This design comes from an exercise in tuning for small area, a short achievable clock period and few clock cycles on the open sky130 flow, not from production work.
At most, simulation tests tie the RTL to the original design; equivalence was not proved.
The RTL of run 1 was laid out without a check of its function.

## flow/design.v (module list and top-level ports; edited modules follow where they fit)
// module ccore: 1314 lines
module ccore (
    input  wire        clk,
    input  wire        rst,       
    input  wire        we,        
    input  wire [9:0]  addr,      
    input  wire [31:0] wdata,     
    output reg  [31:0] rdata      
);
  // ...
==> flow/run.sh <==
#!/bin/bash
# synth_recipe.tcl (not shown) runs the flow's synth.tcl, then flattens the netlist and writes it again
# the make line also repeats each setting of config.mk as NAME=value (left out here)
make -C /OpenROAD-flow-scripts/flow DESIGN_CONFIG=/design/flow/config.mk WORK_HOME=/design/flow/orfs CLKGATE_MAP_FILE= SYNTH_SCRIPT=/design/flow/synth_recipe.tcl finish
==> flow/config.mk <==
export PLATFORM = sky130hd
export DESIGN_NAME = ccore
export DESIGN_NICKNAME = ccore
export VERILOG_FILES = /design/flow/design.v
export SDC_FILE = /design/flow/constraint.sdc
export NUM_CORES = 8
export LEC_CHECK = 0
export CAP_MARGIN = 20
export CORE_MARGIN = 2
export CORE_UTILIZATION = 40
export SETUP_SLACK_MARGIN = 2
export SLEW_MARGIN = 20
export TNS_END_PERCENT = 100
==> flow/constraint.sdc <==
create_clock -name core_clock -period 12.0 [get_ports {clk}]
set_input_delay 2.4000 -clock core_clock [delete_from_list [all_inputs] [get_ports {clk}]]
set_output_delay 2.4000 -clock core_clock [all_outputs]
set_load 0.01 [all_outputs]
==> flow_summary.toml, run 1 <==
[setup_path]
worstSetupPathType = "flip-flop to flip-flop"
critPathMaxStageDelay_ns = 0.43
worst_setup_path_end_kind = "flip-flop"
arrival_ns = 11.89

[finish]
fin_cells = 16400
non_clock_buffer_count = 1657
drive_gt1_share_pct = 20.0
n_all_inverters = 546
multi_input_area_um2 = 64100

[route]
vias_per_cell = 7.13
drc = 0
wl_met1_um = 250000
dr_total_vias = 117000
wl_per_cell_um = 42.8
firstDrtPassIters = 14

[logic_synthesis]
yosys_most_used_dff = "edfxtp_1"
post-synth-top-area-cell = "edfxtp_1"

[cts]
clk_latency_ns = 0.94
cts_resized = 271
cts.sinks = 1484
ctsHtreeMaxLevel = 4

[global_route]
grt_util_met2_pct = 68.7
grt_pass1_wl_um = 932000

[timing]
finalSetupViolCount = 0

[place]
gp_congestion = 1.13
dp_slack_ns = -0.0434

[status]
status = "no timing/DRC/antenna violations"
==> run 2: changes to the inputs <==
--- a/flow/design.v
+++ b/flow/design.v
@@ -122,26 +122,30 @@
     reg [13:0] co_27;
     reg [13:0] co_28;
     reg [13:0] co_29;
     reg [13:0] co_30;
     reg [13:0] co_31;
     reg co_32;
     reg [3:0]  state;
     wire       busy = (state != S_IDLE);
-    wire       anlz_tab = (state != S_IDLE) && (state != S_GDIV);
+    reg        eng;          
+    reg        esel;         
+    wire       anlz_tab = eng;
     reg [31:0] gr;           
     reg [31:0] gq;           
     reg [31:0] gx;           
     reg [2:0]  gcnt;         
+    reg [4:0]  sel_r;        
+    reg        sv;           
     reg [5:0]  fi;           
     reg [5:0]  lp0, lp1, lp2, lp3;    
     reg [3:0]  lv;           
     reg [31:1] pend;         
-    wire [5:0] tidx = anlz_tab ? ((state == S_ENUM || state == S_DRAIN) ? {1'b0, sel} : fi) : addr[7:2];
+    wire [5:0] tidx = anlz_tab ? (esel ? {1'b0, sel_r} : fi) : addr[7:2];
     reg  [29:0] tab_no;
     reg  [13:0] tab_co;
     always @* begin
         tab_no = 30'd0; tab_co = 14'd0;
         case (tidx)
             6'd1: begin tab_no = no_1; tab_co = co_1; end
             6'd2: begin tab_no = no_2; tab_co = co_2; end
             6'd3: begin tab_no = no_3; tab_co = co_3; end
@@ -804,30 +808,32 @@
     wire [2:0] enc_skip = (enc_lz[5:2] >= 4'd8) ? 3'd7 : enc_lz[4:2];
     wire       acc_enc = (wdata[2:0] == OP_ENC);
     wire [4:0] acc_amt = acc_enc ? (enc_r[4:0] + {enc_skip, 2'b00}) : {div_skip, 2'b00};
     wire [4:0] g_tz = tzcount(gx);
     wire       sh_enum = (state == S_ENUM);
     wire [31:0] sh_in  = sh_enum ? b_val : a_val;
     wire [4:0]  sh_amt = sh_enum ? g_tz + 5'd2 : acc_amt;
     wire [31:0] sh_out = sh_in << sh_amt;
-    reg [31:0] gd_r, gd_t;
-    reg [31:0] gd_q;
-    reg        gd_d;
-    integer s;
-    always @* begin
-        gd_r = gr;
-        gd_q = gq;
-        for (s = 0; s < KSTEP; s = s + 1) begin
-            gd_t = {gd_r[30:0], gx[31 - s]};
-            gd_d = |(gd_t & b_top);
-            gd_r = gd_d ? (gd_t ^ b_val) : gd_t;
-            gd_q = {gd_q[30:0], gd_d};
-        end
-    end
+    wire [35:0] gT  = {gr, gx[31:28]};
+    wire [35:0] bt0 = {4'd0, b_top};
+    wire ga1 = |(gT & (bt0 << 3));
+    wire ga2 = |(gT & (bt0 << 2));
+    wire ga3 = |(gT & (bt0 << 1));
+    wire ga4 = |(gT & bt0);
+    wire tb1 = |(b_val & (b_top >> 1));
+    wire tb2 = |(b_val & (b_top >> 2));
+    wire tb3 = |(b_val & (b_top >> 3));
+    wire gd1 = ga1;
+    wire gd2 = ga2 ^ (gd1 & tb1);
+    wire gd3 = ga3 ^ (gd2 & tb1) ^ (gd1 & tb2);
+    wire gd4 = ga4 ^ (gd3 & tb1) ^ (gd2 & tb2) ^ (gd1 & tb3);
+    wire [31:0] gd_r = gT[31:0] ^ ({32{gd1}} & {b_val[28:0], 3'd0}) ^ ({32{gd2}} & {b_val[29:0], 2'd0})
+                     ^ ({32{gd3}} & {b_val[30:0], 1'b0}) ^ ({32{gd4}} & b_val);
+    wire [31:0] gd_q = {gq[27:0], gd1, gd2, gd3, gd4};
     wire [31:0] gd_x = {gx[31-KSTEP:0], gx[31:32-KSTEP]};    
     wire [6:0]  kk = {1'b0, n_r} - {1'b0, b_r};           
     wire        kk_pos = !kk[6] && (kk != 7'd0);
     wire [31:0] g_end  = (kk[5:1] == 5'd0) ? 32'd1 : (32'd1 << (kk[4:0] - 5'd2));
     wire [31:0] e_next = gr ^ sh_out;
     wire        e_last = (gx == g_end);
     wire        kk1    = (kk[5:0] == 6'd1);
     wire [31:0] b_sh1  = {b_val[30:0], 1'b0};
@@ -836,35 +842,32 @@
     wire [31:0] ln3    = gr ^ b_val ^ b_sh1;
     wire [3:0]  ln_v   = {~kk1, ~kk1, 1'b1, gx != 32'd1};
     wire        enum_ph = (state == S_ENUM) || (state == S_DRAIN);
     reg  [4:0]  sel;
     integer si;
     always @* begin
         sel = 5'd0;
         for (si = 31; si >= 1; si = si - 1)
-            if (pend[si]) sel = si;
+            if (pend_left[si]) sel = si;
     end
-    wire [31:1] svc = pend & ~(pend - 31'd1);
+    wire [31:1] svc = sv ? (31'd1 << sel_r) >> 1 : 31'd0;
+    wire [31:1] pend_left = pend & ~svc;
     wire [25:0] hi_wd = tab_no[29:4] + 26'd1;
     wire [30:0] fb_no   = {1'b0, gx[29:0]} - {1'b0, gr[29:0]};
     wire [43:0] fm_d    = {14'd0, fb_no[29:0]} * 44'd10000;
-    wire [30:0] fc_t1   = {gr[29:0], gq[14]};
+    wire [30:0] fc_t1   = {gr[29:0], gq[13]};
     wire [31:0] fc_s1   = {1'b0, fc_t1} - {2'b0, gx[29:0]};
     wire        fc_q1   = !fc_s1[31];
     wire [29:0] fc_r1   = fc_q1 ? fc_s1[29:0] : fc_t1[29:0];
-    wire [30:0] fc_t2   = {fc_r1, gq[13]};
+    wire [30:0] fc_t2   = {fc_r1, gq[12]};
     wire [31:0] fc_s2   = {1'b0, fc_t2} - {2'b0, gx[29:0]};
     wire        fc_q2   = !fc_s2[31];
     wire [29:0] fc_r2   = fc_q2 ? fc_s2[29:0] : fc_t2[29:0];
-    wire [30:0] fc_t3   = {fc_r2, gq[12]};
-    wire [31:0] fc_s3   = {1'b0, fc_t3} - {2'b0, gx[29:0]};
-    wire        fc_q3   = !fc_s3[31];
-    wire [29:0] fc_r3   = fc_q3 ? fc_s3[29:0] : fc_t3[29:0];
-    wire [14:0] fc_q    = {gq[11:0], fc_q1, fc_q2, fc_q3};
+    wire [13:0] fc_q    = {gq[11:0], fc_q1, fc_q2};
     wire        fa_z0   = (tab_no == 30'd0);
     wire        fa_zc   = (tab_no == rom_c);
     reg [32:0] no_we, co_we;
     reg [29:0] no_wd;
     reg [13:0] co_wd;
     always @* begin
         no_we = 33'd0; co_we = 33'd0;
         no_wd = 30'd0; co_wd = 14'd0;
@@ -880,17 +883,17 @@
                 co_wd = fa_z0 ? 14'd10000 : 14'd0;
             end
             S_FB: begin
                 no_we[fi] = 1'b1;
                 no_wd = fb_no[29:0];
             end
             S_FC: begin
                 co_we[fi] = (gcnt == 3'd0);
-                co_wd = fc_q[13:0];
+                co_wd = fc_q;
             end
             default: ;
         endcase
     end
     wire [2:0] cnt_1 = {2'd0, lv[0] && lp0 == 6'd1} + {2'd0, lv[1] && lp1 == 6'd1} + {2'd0, lv[2] && lp2 == 6'd1} + {2'd0, lv[3] && lp3 == 6'd1};
     wire [4:0] ls_1 = no_1[3:0] + cnt_1;
     wire [2:0] cnt_2 = {2'd0, lv[0] && lp0 == 6'd2} + {2'd0, lv[1] && lp1 == 6'd2} + {2'd0, lv[2] && lp2 == 6'd2} + {2'd0, lv[3] && lp3 == 6'd2};
     wire [4:0] ls_2 = no_2[3:0] + cnt_2;
@@ -1124,16 +1127,17 @@
         if (rst) begin
             a_val <= 32'd0; b_val <= 32'd0;
             a_len <= 6'd0;  b_len <= 6'd0; n_r <= 6'd0; i_r <= 6'd0;
             cmd <= 8'd0;
             st_done <= 1'b0; st_err <= 1'b0; st_wrerr <= 1'b0; st_code <= 3'd0;
             q_r <= 32'd0; r_r <= 32'd0; cw_val <= 32'd0; cw_len <= 6'd0;
             tv <= 1'b0; tn <= 6'd0;
             state <= S_IDLE;
+            eng <= 1'b0;
         end else begin
             if (we) begin
                 if (busy) begin
                     st_wrerr <= 1'b1;
                 end else begin
                     case (addr)
                         A_VAL: a_val <= wdata;
                         B_VAL: b_val <= wdata;
@@ -1211,81 +1215,96 @@
                                 q_r    <= gd_q;
                                 r_r    <= gd_r;
                                 cw_val <= gd_x | gd_r;
                                 cw_len <= enc_n[5:0];
                                 complete();
                             end
                             default: begin  
                                 if (gd_r != 32'd0) fault(F_INVARIANT);
-                                else state <= S_CLR;
+                                else begin
+                                    state <= S_CLR;
+                                    eng   <= 1'b1;
+                                    esel  <= 1'b1;
+                                end
                             end
                         endcase
                     end
                 end
                 S_CLR: begin
                     gr <= 32'd0;
                     gx <= 32'd1;
                     fi <= 6'd1;
                     lv <= 4'd0;
+                    sv <= 1'b0;
+                    if (!kk_pos) esel <= 1'b0;
                     if (kk_pos) state <= S_ENUM;
                     else if (n_r == 6'd0) finish_anlz();
                     else state <= S_FA;
                 end
                 S_ENUM: begin
+                    sv <= |pend_left;
+                    sel_r <= sel;
                     if (!stall) begin
                         gr  <= e_next;
                         gx  <= gx + 32'd1;
                         lp0 <= popcount(gr);
                         lp1 <= popcount(ln1);
                         lp2 <= popcount(ln2);
                         lp3 <= popcount(ln3);
                         lv  <= ln_v;
                         if (e_last) state <= S_DRAIN;
                     end
                 end
                 S_DRAIN: begin
+                    sv <= |pend_left;
+                    sel_r <= sel;
                     if (!stall) lv <= 4'd0;
-                    if (lv == 4'd0 && pend == 31'd0) state <= S_FA;
+                    if (lv == 4'd0 && pend == 31'd0) begin
+                        state <= S_FA;
+                        esel  <= 1'b0;
+                    end
                 end
                 S_FA: begin
                     gx <= {2'd0, rom_c};
                     gr <= {2'd0, tab_no};
                     if (fa_z0 || fa_zc) next_entry();
                     else state <= S_FB;
                 end
                 S_FB: begin
-                    gr <= {3'd0, fm_d[43:15]};
-                    gq <= {17'd0, fm_d[14:0]};
-                    gcnt <= 3'd4;
+                    gr <= {2'd0, fm_d[43:14]};
+                    gq <= {18'd0, fm_d[13:0]};
+                    gcnt <= 3'd6;
                     state <= S_FC;
                 end
                 S_FC: begin
-                    gr <= {2'd0, fc_r3};
-                    gq <= {17'd0, fc_q};
+                    gr <= {2'd0, fc_r2};
+                    gq <= {18'd0, fc_q};
                     gcnt <= gcnt - 3'd1;
                     if (gcnt == 3'd0) next_entry();
                 end
                 default: ;
             endcase
         end
     end
     task complete;
         begin
             st_done <= 1'b1;
             state   <= S_IDLE;
+            eng     <= 1'b0;
         end
     endtask
     task fault;
         input [2:0] code;
         begin
             st_done <= 1'b1;
             st_err  <= 1'b1;
             st_code <= code;
             state   <= S_IDLE;
+            eng     <= 1'b0;
         end
     endtask
     task gdiv_start;
         input [2:0] skip;
         begin
             st_done <= 1'b0;
             gr    <= 32'd0;
             gq    <= 32'd0;
==> flow_summary.toml, run 2 <==
[logic_synthesis]
yosys-top-cells-area = "edfxtp_1, ha_1, fa_1, dfxtp_1, nand2_1"
synth_seq_cells = 1492
synth_edf_count = 1245
synthTopCellsByCount = "edfxtp_1, nand2_1, nor2_1, a21oi_1, o21ai_0"
post-synth-top-area-cell = "edfxtp_1"
netlist.area_leader.share_pct = 36.5
yosys.cell_count.top_type = "edfxtp_1"
yosys.cell_types.count = 104
async_flop_share_pct = 0
avgSynthCellArea_um2 = 9.75
syn-cell-area_um2 = 102000
yosys_most_used_dff = "edfxtp_1"
ys_seq_area_share_pct = 41.4
synth_cells = 10500
syn_nets = 11300
ys_warn_count = 1

[place]
hpwl_um = 461000
gp_congestion = 1.14
dp_slack_ns = 0.514
io_buffers = 76

[global_route]
antenna_found_initial = 60
grt_usage_pct = 46.4
grt_pass1_wl_um = 824000
grt_max_degree = 83
gr-total-overflow = 0
grt_pass1_vias = 94200

[setup_path]
arrival_ns = 7.78
cp_num_buf_inv = 5
r2r_setup_slack_ns = 2.19
worstSetupPathType = "input pin to output port"
cp_max_fo = 20
path_cells = "dlygate4sd2_1 -> mux2i_4 -> o21a_4 -> buf_4 -> nand4_1 -> buf_12 -> o22ai_1 -> o21ai_1 -> nand4_1 -> nor4_2 -> nand3_1 -> nor4_4 -> nor2_1 -> a21oi_2 -> buf_4 -> o22ai_1 -> nand2_1 -> nand3_1 -> clkdlybuf4s50_1"
path_delay_family = "simple AND/OR/NAND/NOR gates"
crit_required_ns = 9.60
worst_setup_path_end_kind = "output port"
slowest_stage = "clkdlybuf4s50_1"
startpoint_type = "input pin"
critPathMaxStageDelay_ns = 0.56

[timing]
hold_violations = 0
rsz0062_at_grt = "true"
setup_ws_ns = 1.82
relSlewSlack_pct = 11.6
timing.final.crit_share_pct = 84.8
slew_violations = 0
finalSetupViolCount = 0
worst-slew-pin-transition_ns = 1.31
fmax_mhz = 98.3
period_needed_ns = 10.18
tns_ns = 0
clock_skew_ns = 0.135

[finish]
nNetsFinal = 11600
most-common-layout-cells = "edfxtp_1, nand2_1, buf_4"
finalCoreUtilization_pct = 46.9
register_area_um2 = 42300
drive_gt1_share_pct = 14.5
filler_cell_count = 23800
multi_input_area_um2 = 56800
layout_commonest_cell = "edfxtp_1"
syn_to_final_growth_pct = 16.5

[route]
dr_total_vias = 102000
vias_per_cell = 7.13
firstDrtPassIters = 9
drt_iter0_drc = 18000
wl_um = 622000
drc = 0
antenna_left = 0
wl_per_cell_um = 43.4

[die]
start_util_pct = 40.3
core_area_um2 = 254000
num_rows = 185
fp.dieH_um = 510
fp.dieW_um = 510
io_pins = 77
die_area_um2 = 260000

[cts]
cts.sinks = 1492
numCtsBuffers = 162
clk_latency_ns = 0.90
clk_path_buf_depth = 3
ctsHtreeMaxLevel = 4
cts_tree = "done"
clock_tree.root_cell = "clkbuf_16"
clk_pin_slew_ns = 0.06
ctsHoldBuffers = 0

[status]
status = "no timing/DRC/antenna violations"

[min_path]
hold_path.class = "flip-flop to flip-flop"

[job]
drv_cap = 0
==> run 2: changes by cell type after synthesis, moves of 68 or more <==
cell	change
a22o_1	+93
a221oi_1	+93
clkbuf_1	-84
xnor2_1	-80
buf_2	+87
nor3_1	-82
mux2i_1	-68
a21oi_1	-202
nor2_1	-196
nand2_1	-284
==> run 2: worst reg2reg max path, delay by kind of cell (launching register included) <==
family	cells	cell delay, ns
AOI/OAI and AO/OA	21	5.56
adders and majority gates	2	0.85
buffers and inverters	4	1.25
DFF	1	0.53
muxes	2	0.74
and+or+nand+nor	3	0.58
==> run 2: routing by layer <==
| metal | GRT usage [%] | up-vias | wire (µm) |
|---|---|---|---|
| met2 | 67.7 | 8762 | 259000 |
| met3 | 14.6 | 2155 | 81800 |
| li1 | - | 40400 | - |
| met5 | 0 | - | 246 |
| met1 | 57.9 | 51000 | 224000 |
| met4 | 33.3 | 33 | 56900 |
==> run 2: worst paths after layout <==
check	depth (start not counted)	endpoint	start
max	19	rdata[7]	addr[5]
min	2	q_r[0]	q_r[0]
max reg2reg	32	gr[15]	gx[10]
min reg2reg	2	q_r[0]	q_r[0]
==> run 2: what timing repair did <==
| action | in CTS | in global routing |
|---|---|---|
| endpoints found under the setup margin | 89 | 79 |
| pin swaps | 16 | 18 |
| cloned | 3 | 4 |
| resized for setup | 124 | 74 |
| buffers inserted | 17 | 17 |
==> run 2: cell type report <==
cell class | instances | area share, %
antenna | 41 | 0.0861
clock buffer | 209 | 3.61
clock inverter | 93 | 0.863
inverter | 490 | 1.55
multi-input combinational | 7706 | 47.6
sequential | 1492 | 35.5
tap | 3366 | 3.53
timing repair buffer | 954 | 7.20
==> run 2: per-stage QoR <==
| stage | instances | instance area, µm² | hold WS, ns |
|---|---|---|---|
| global placement | 14000 | 112000 | 0.438 |
| CTS | 14300 | 118000 | 0.456 |
| floorplan | 10500 | 102000 | 0.431 |
| detailed placement | 14000 | 112000 | 0.447 |
| finish | 14400 | 119000 | 0.459 |
| global route | 14300 | 119000 | 0.480 |
==> run 2: logic make-up after synthesis <==
group | share of synthesized area, %
multiplexers | 2.47
flip-flops | 41.4
AND/OR/NAND/NOR | 15.3
AO/OA/AOI/OAI | 20.2
adder cells (fa/ha/maj) | 10.8
XOR/XNOR | 4.73
buffers and inverters | 5.06
Testbench counts of run 2, summed over its fixed seeds: cycles 18,235.

separate check: timing with driven ports:
Ports are ideal in the flow. The routed layouts listed here were re-timed in OpenROAD.
Step 1: set_driving_cell puts a clkbuf_16 on clk and a buf_2 on each other input, an assumption about the parent block.
Step 2 also shifts input and output timing later by t, the mid clock arrival at the registers, as if the neighbouring blocks saw the same clock.
a / b / c = no drivers / after step 1 / after step 2; a / b = the first two.
| run | t, ns | setup WS [ns] | hold slack, ns | pins driven straight from the clock port |
|---|---|---|---|---|
| run 1 | 0.992 | 0.691 / 0.691 / 0.691 | 0.456 / 0.456 / 0.456 | 1 |
| run 2 | 0.922 | 1.825 / 1.635 / 1.635 | 0.459 / 0.459 / 0.459 | 1 |
After both steps every run listed still meets setup and hold. For run 2, which loses most, drivers alone change the setup slack by -0.190 ns; drivers and shift together by -0.190 ns.
